Context: an optimization exercise on an open-source flow, tuned for small area, a short achievable clock period and few clock cycles per item. The choices shown serve that exercise and are no tape-out recipe. In this exercise RTL edits were held to simulation tests only and were not proved equivalent to the original. Power and IR drop assume default switching activity.

--- config.mk ---
export PLATFORM = sky130hd
export DESIGN_NAME = gsc_compressor
export DESIGN_NICKNAME = gsc_compressor
export VERILOG_FILES = /design/flow/design.v
export SDC_FILE = /design/flow/constraint.sdc
export NUM_CORES = 8
export LEC_CHECK = 0
export CAP_MARGIN = 20
export CORE_MARGIN = 2
export CORE_UTILIZATION = 40
export SETUP_SLACK_MARGIN = 1.0
export SLEW_MARGIN = 20
--- constraint.sdc ---
create_clock -name core_clock -period 10.0 [get_ports {clk}]
set_input_delay 2.0000 -clock core_clock [delete_from_list [all_inputs] [get_ports {clk}]]
set_output_delay 2.0000 -clock core_clock [all_outputs]
set_load 0.01 [all_outputs]
--- design.v ---
module gsc_preds (
    input  wire [63:0] w,
    output wire [6:0]  p
);
    assign p[0] = (w == 64'd0);
    assign p[1] = (w == {64{1'b1}});
    assign p[2] = (w == {8{w[7:0]}});
    assign p[3] = (w != 64'd0) && ((w & (w - 64'd1)) == 64'd0);
    assign p[4] = (w[63:7]  == {57{1'b0}}) || (w[63:7]  == {57{1'b1}});
    assign p[5] = (w[63:15] == {49{1'b0}}) || (w[63:15] == {49{1'b1}});
    assign p[6] = (w[63:31] == {33{1'b0}}) || (w[63:31] == {33{1'b1}});
endmodule
module gsc_classify (
    input  wire [63:0] w,
    input  wire [63:0] h0,      
    input  wire [63:0] h1,
    input  wire [63:0] h2,
    input  wire [63:0] h3,      
    output reg  [4:0]  id,
    output reg  [6:0]  cost
);
    wire [63:0] d [0:14];
    assign d[0]  = w;
    assign d[1]  = w ^ h0;
    assign d[2]  = w ^ h1;
    assign d[3]  = w ^ h2;
    assign d[4]  = w ^ h3;
    assign d[5]  = w ^ h0 ^ h1;
    assign d[6]  = w ^ h0 ^ h2;
    assign d[7]  = w ^ h0 ^ h3;
    assign d[8]  = w ^ h1 ^ h2;
    assign d[9]  = w ^ h1 ^ h3;
    assign d[10] = w ^ h2 ^ h3;
    assign d[11] = w ^ h0 ^ h1 ^ h2;
    assign d[12] = w ^ h0 ^ h1 ^ h3;
    assign d[13] = w ^ h0 ^ h2 ^ h3;
    assign d[14] = w ^ h1 ^ h2 ^ h3;
    wire [6:0] p [0:14];
    genvar g;
    generate
        for (g = 0; g < 15; g = g + 1) begin : g_pred
            gsc_preds u_preds (.w(d[g]), .p(p[g]));
        end
    endgenerate
    wire [6:0] lv0 = p[0];
    wire [6:0] lv1 = p[1] | p[2] | p[3] | p[4];
    wire [6:0] lv2 = p[5] | p[6] | p[7] | p[8] | p[9] | p[10];
    wire [6:0] lv3 = p[11] | p[12] | p[13] | p[14];
    wire [27:0] match;
    generate
        for (g = 0; g < 7; g = g + 1) begin : g_match
            assign match[4*g + 0] = lv0[g];
            assign match[4*g + 1] = lv1[g];
            assign match[4*g + 2] = lv2[g];
            assign match[4*g + 3] = lv3[g];
        end
    endgenerate
    localparam [139:0] CAT_IDS = {
        5'd27, 5'd26, 5'd25, 5'd24, 5'd23, 5'd22, 5'd21, 5'd20,
        5'd19, 5'd11, 5'd18, 5'd15, 5'd10, 5'd17, 5'd14, 5'd9,
        5'd13, 5'd16, 5'd8,  5'd7,  5'd12, 5'd3,  5'd6,  5'd2,
        5'd5,  5'd1,  5'd4,  5'd0 };
    localparam [48:0] DATA_SIZE = {
        7'd35, 7'd19, 7'd11, 7'd9, 7'd11, 7'd3, 7'd2 };
    integer c;
    reg [4:0] pid;
    always @(*) begin
        id   = 5'd31;
        cost = 7'd65;
        for (c = 27; c >= 0; c = c - 1) begin
            pid = CAT_IDS[5*c +: 5];
            if (match[pid]) begin
                id   = pid;
                cost = DATA_SIZE[7*pid[4:2] +: 7] + {4'd0, pid[1:0], 1'b0};
            end
        end
    end
endmodule
module gsc_compressor (
    input  wire        clk,
    input  wire        rst,         
    input  wire        in_valid,
    output wire        in_ready,
    input  wire [1:0]  in_sid,
    input  wire [63:0] in_word,
    output reg         out_valid,
    output reg  [4:0]  out_id,      
    output reg  [6:0]  out_cost,
    output reg         out_last,    
    output reg  [10:0] out_total    
);
    localparam [63:0] M64 = {64{1'b1}};
    reg [63:0] win0 [0:3];
    reg [63:0] win1 [0:3];
    reg [63:0] win2 [0:3];
    reg [63:0] win3 [0:3];
    reg [3:0]  word_cnt;    
    reg [10:0] acc;         
    wire accept = in_valid && in_ready;
    assign in_ready = 1'b1;
    reg [63:0] h0, h1, h2, h3;
    always @(*) begin
        case (in_sid)
            2'd0: begin h0 = win0[0]; h1 = win0[1]; h2 = win0[2]; h3 = win0[3]; end
            2'd1: begin h0 = win1[0]; h1 = win1[1]; h2 = win1[2]; h3 = win1[3]; end
            2'd2: begin h0 = win2[0]; h1 = win2[1]; h2 = win2[2]; h3 = win2[3]; end
            default: begin h0 = win3[0]; h1 = win3[1]; h2 = win3[2]; h3 = win3[3]; end
        endcase
    end
    wire [4:0] cls_id;
    wire [6:0] cls_cost;
    gsc_classify u_classify (
        .w   (in_word),
        .h0  (h0),
        .h1  (h1),
        .h2  (h2),
        .h3  (h3),
        .id  (cls_id),
        .cost(cls_cost)
    );
    wire [10:0] sum = acc + {4'd0, cls_cost};
    always @(posedge clk) begin
        if (rst) begin
            win0[0] <= M64; win0[1] <= 64'd0; win0[2] <= 64'd0; win0[3] <= 64'd0;
            win1[0] <= M64; win1[1] <= 64'd0; win1[2] <= 64'd0; win1[3] <= 64'd0;
            win2[0] <= M64; win2[1] <= 64'd0; win2[2] <= 64'd0; win2[3] <= 64'd0;
            win3[0] <= M64; win3[1] <= 64'd0; win3[2] <= 64'd0; win3[3] <= 64'd0;
            word_cnt  <= 4'd0;
            acc       <= 11'd0;
            out_valid <= 1'b0;
            out_id    <= 5'd0;
            out_cost  <= 7'd0;
            out_last  <= 1'b0;
            out_total <= 11'd0;
        end else begin
            out_valid <= accept;
            if (accept) begin
                case (in_sid)
                    2'd0: begin win0[0] <= win0[1]; win0[1] <= win0[2]; win0[2] <= win0[3]; win0[3] <= in_word; end
                    2'd1: begin win1[0] <= win1[1]; win1[1] <= win1[2]; win1[2] <= win1[3]; win1[3] <= in_word; end
                    2'd2: begin win2[0] <= win2[1]; win2[1] <= win2[2]; win2[2] <= win2[3]; win2[3] <= in_word; end
                    default: begin win3[0] <= win3[1]; win3[1] <= win3[2]; win3[2] <= win3[3]; win3[3] <= in_word; end
                endcase
                out_id    <= cls_id;
                out_cost  <= cls_cost;
                out_last  <= (word_cnt == 4'd15);
                out_total <= sum;
                word_cnt  <= word_cnt + 4'd1;
                acc       <= (word_cnt == 4'd15) ? 11'd0 : sum;
            end
        end
    end
endmodule
--- run.sh ---
#!/bin/bash
# synth_recipe.tcl (not shown) runs the flow's synth.tcl, then flattens the netlist and writes it again
# the make line also repeats each setting of config.mk as NAME=value (left out here)
make -C /OpenROAD-flow-scripts/flow DESIGN_CONFIG=/design/flow/config.mk WORK_HOME=/design/flow/orfs CLKGATE_MAP_FILE= SYNTH_SCRIPT=/design/flow/synth_recipe.tcl finish
==> run notes <==
critical path, delay by kind of cell:
family | cells | cell delay (ps)
buffers and inverters | 7 | 1260
xor gates and xnor gates | 1 | 570
adders and majority gates | 1 | 320
muxes | 1 | 620
and+or+nand+nor | 13 | 3800
AOI/OAI and AO/OA | 9 | 1310
state kept, by name (all words and copies together), names as in the netlist:
name and cells:
win2 256, out_id 5, out_cost 7, win1 256
out_valid 1, out_last 1, win0 256, out_total 11
word_cnt 4, acc 11, win3 256
per-stage QoR:
stage / setup WS [ps] / instances / hold WS, ps / power, uW
after floorplan: 1170 / 10800 / 432 / 6790
final: 813 / 16500 / 419 / 15500
after global routing: 870 / 16400 / 457 / 15600
after detailed placement: -770 / 16200 / 453 / 10500
after global placement: -1080 / 16200 / 443 / 10500
after CTS: 1000 / 16400 / 419 / 14900
area by class of cell:
type / count / area (sq um) / area share (%)
multi-input combinational: 8951 / 61800 / 51.6
antenna: 64 / 160 / 0.134
inverter: 48 / 180 / 0.150
clock inverter: 43 / 677 / 0.565
sequential: 1064 / 21300 / 17.8
timing repair buffer: 3354 / 29000 / 24.2
clock buffer: 156 / 3200 / 2.67
tap: 2805 / 3510 / 2.93
Yosys cell counts (67+ instances only):
cell type,number
clkbuf_1,547
or3_1,70
nand3_1,334
dfxtp_1,1064
nand4_1,332
xnor3_1,69
xnor2_2,83
and2_1,67
o22ai_1,75
nor2_1,440
buf_2,127
a31oi_1,143
a21oi_1,1000
mux4_2,254
xnor2_1,986
nor4_1,324
xor2_1,251
or4_1,107
nand3b_1,272
nor3_1,305
nand2_1,2476
o21ai_0,176
and3_1,101
how the worst max path moves through the flow:
stage          cells past startpoint       to  slack, ps       from
2_1_floorplan                     32  acc[10]       1170  in_sid[1]
3_3_place_gp                      32   acc[9]      -1080  in_sid[1]
3_5_place_dp                      33   acc[9]       -770  in_sid[1]
4_1_cts                           36  acc[10]       1000  in_sid[1]
5_1_grt                           33  acc[10]        870  in_sid[1]
6_report                          32   acc[9]        810  in_sid[1]
timing repair:
| action | CTS | global route |
|---|---|---|
| hold buffers | 0 | 0 |
| pin swaps | 14 | 44 |
| gates resized for setup | 110 | 212 |
| buffers inserted | 9 | 39 |
| endpoints found under the hold margin | 0 | 0 |
| cloned | 1 | 8 |
| setup endpoints to repair | 16 | 13 |
power breakdown:
group          internal [uW]  switching (uW)  leakage (uW)  total, uW
clock                   2500            1870       0.00189       4370
combinational           2490            4230        0.0352       6730
sequential              4340            77.5       0.00864       4420
total                   9330            6180        0.0457      15500
layer usage:
layer  track usage, %  vias up
met4             49.8       54
met3             32.1     3151
met1             62.4    53700
li1                 -    44600
met5             13.6        -
met2             76.4     9933
cells by family (layout without fill, tap and decap cells):
group	Yosys count	count (layout)	synth area share, %
adder cells (fa/ha/maj)	37	37	0.474
AO/OA/AOI/OAI	1998	1998	14.6
other	1	65	0.00444
XOR/XNOR	1426	1426	17.3
flip-flops	1064	1064	25.2
multiplexers	349	349	7.98
buffers and inverters	820	3601	4.55
AND/OR/NAND/NOR	5140	5140	29.9
==> results.cfg <==
[run_status]
status = timing/DRC/antenna clean

[setup_path]
worstSetupEndpointType = register
arrival_ps = 9930
start_kind = input pin
cp_slowest_stage_delay_ps = 620
timing.rr.end = acc[9]
timing.rr.start = win3[2][30]
path_max_fanout = 9
cp_common_cell = buf_4
critical_path_class = input pin to register
rrSetupSlack_ps = 2010
cp_data_required_time_ps = 10740
crit_slowest_cell = mux4_2
r2r_cells = 29

[timing]
worstMarginPinSlew_ps = 1370
slew_headroom_pct = 8.13
period_share_pct = 91.9
clock_skew_ps = 153
setup_viol = 0
period_needed_ps = 9190
fmax_ghz = 0.109
rsz0062_at_grt = no
final_hold_viol_count = 0
finalSetupTns_ps = 0
maxSlewViolCount = 0

[routing]
drt-wirelength-per-cell_um = 39.1
wl_met2_mm = 243
first_pass_iters = 12
dr_total_vias = 111000
routed.top_layer = met5
ant_nets = 0
wl_met1_mm = 217
routed_wl_mm = 644
drt_first_iter_violations = 18700
drc = 0
wl_met3_mm = 105
via_per_inst = 6.76

[synth]
postSynthCellCount = 10800
syn_avg_cell_area_sq_um = 7.80
yosysSeqAreaShare_pct = 25.2
syn-num-nets = 10900
synth.distinct_cells = 118
async_flop_share_pct = 0
synthTopCellsByArea = dfxtp_1 (25%), nand2_1 (11%), xnor2_1 (10%), mux4_2 (6.8%), a21oi_1 (5.9%)
synth_warnings = 6
synth.cell_area_sq_um = 84500
synth-main-ff-cell = dfxtp_1
synth_edf_count = 0
yosysTopAreaCell = dfxtp_1
yosysTopAreaCellShare_pct = 25.2
synth_seq_cells = 1064

[hold_path]
hold_class = register to register
hold_depth = 2
min_from = win3[2][46]
hold_end = win3[1][46]

[final_layout]
layout.nets = 13600
layout_commonest_cell = buf_4
layout_common_cells = buf_4 (2965), nand2_1 (2476), dfxtp_1 (1064)
drive_gt1_share_pct = 31.0
final_area_sq_um = 120000
finish.utilization_pct = 57.1
syn2layout_area_growth_pct = 41.9
nFillCells = 18700

[die]
fp.dieW_um = 464
ioPinCount = 95
die_area_sq_um = 215000
start_util_pct = 40.3
dieHeight_um = 464
coreArea_sq_um = 210000
num_rows = 168

[clock_network]
htreeDepth = 3
cts_root_buf = clkbuf_16
cts_sinks = 1064
cts_tree = yes
path_clk_slew_ps = 70
clock_path_buffers = 3
clk-insertion-delay-late_ps = 880
numCtsBuffers = 106

[global_routing]
grt-ovfl-total = 0
grt_pass1_vias = 103000
antenna_found_initial = 53
grt_util_all_layers_pct = 56.8
grt_pass1_wl_mm = 848
grt_max_degree = 255

[pwr]
powerDensity_nw_per_um2 = 129
p_leak_uw = 0.0457
ir_worst_vdd_mv = 0.169

[placement]
placed_cell_area_sq_um = 113000
place_congestion = 1.33
io_buffer_count = 93
hpwlAfterDp_mm = 520

[run]
maxCapViolations = 0
Testbench counts, summed over its fixed seeds: cycles 32,776, items 32,768.

==> port drivers added, routing unchanged <==
Ports are ideal in the flow. The routed layout listed here was re-timed in OpenROAD. Step 1, drivers: a clkbuf_16 drives clk and a buf_2 each remaining input, both assumed. Step 2, shift: input delay + t, output delay - t, t = (earliest + latest rising clock arrival at the registers) / 2. This alone moves slack from input paths to output paths. a / b / c = ideal ports / drivers / drivers and shift; a / b = the first two.
shift t [ns]: 0.908
setup WS [ns]: 0.813 / 0.632 / -0.276
worst hold slack (ns): 0.419 / 0.419 / 0.419
worst slew at a driven data input, ns: 0.29
pins driven straight from the clock port: 1
With both steps, setup timing fails in this run, where it was met with ideal ports. The setup slack of this run moves by -0.181 ns with the drivers and by -1.089 ns with both steps.
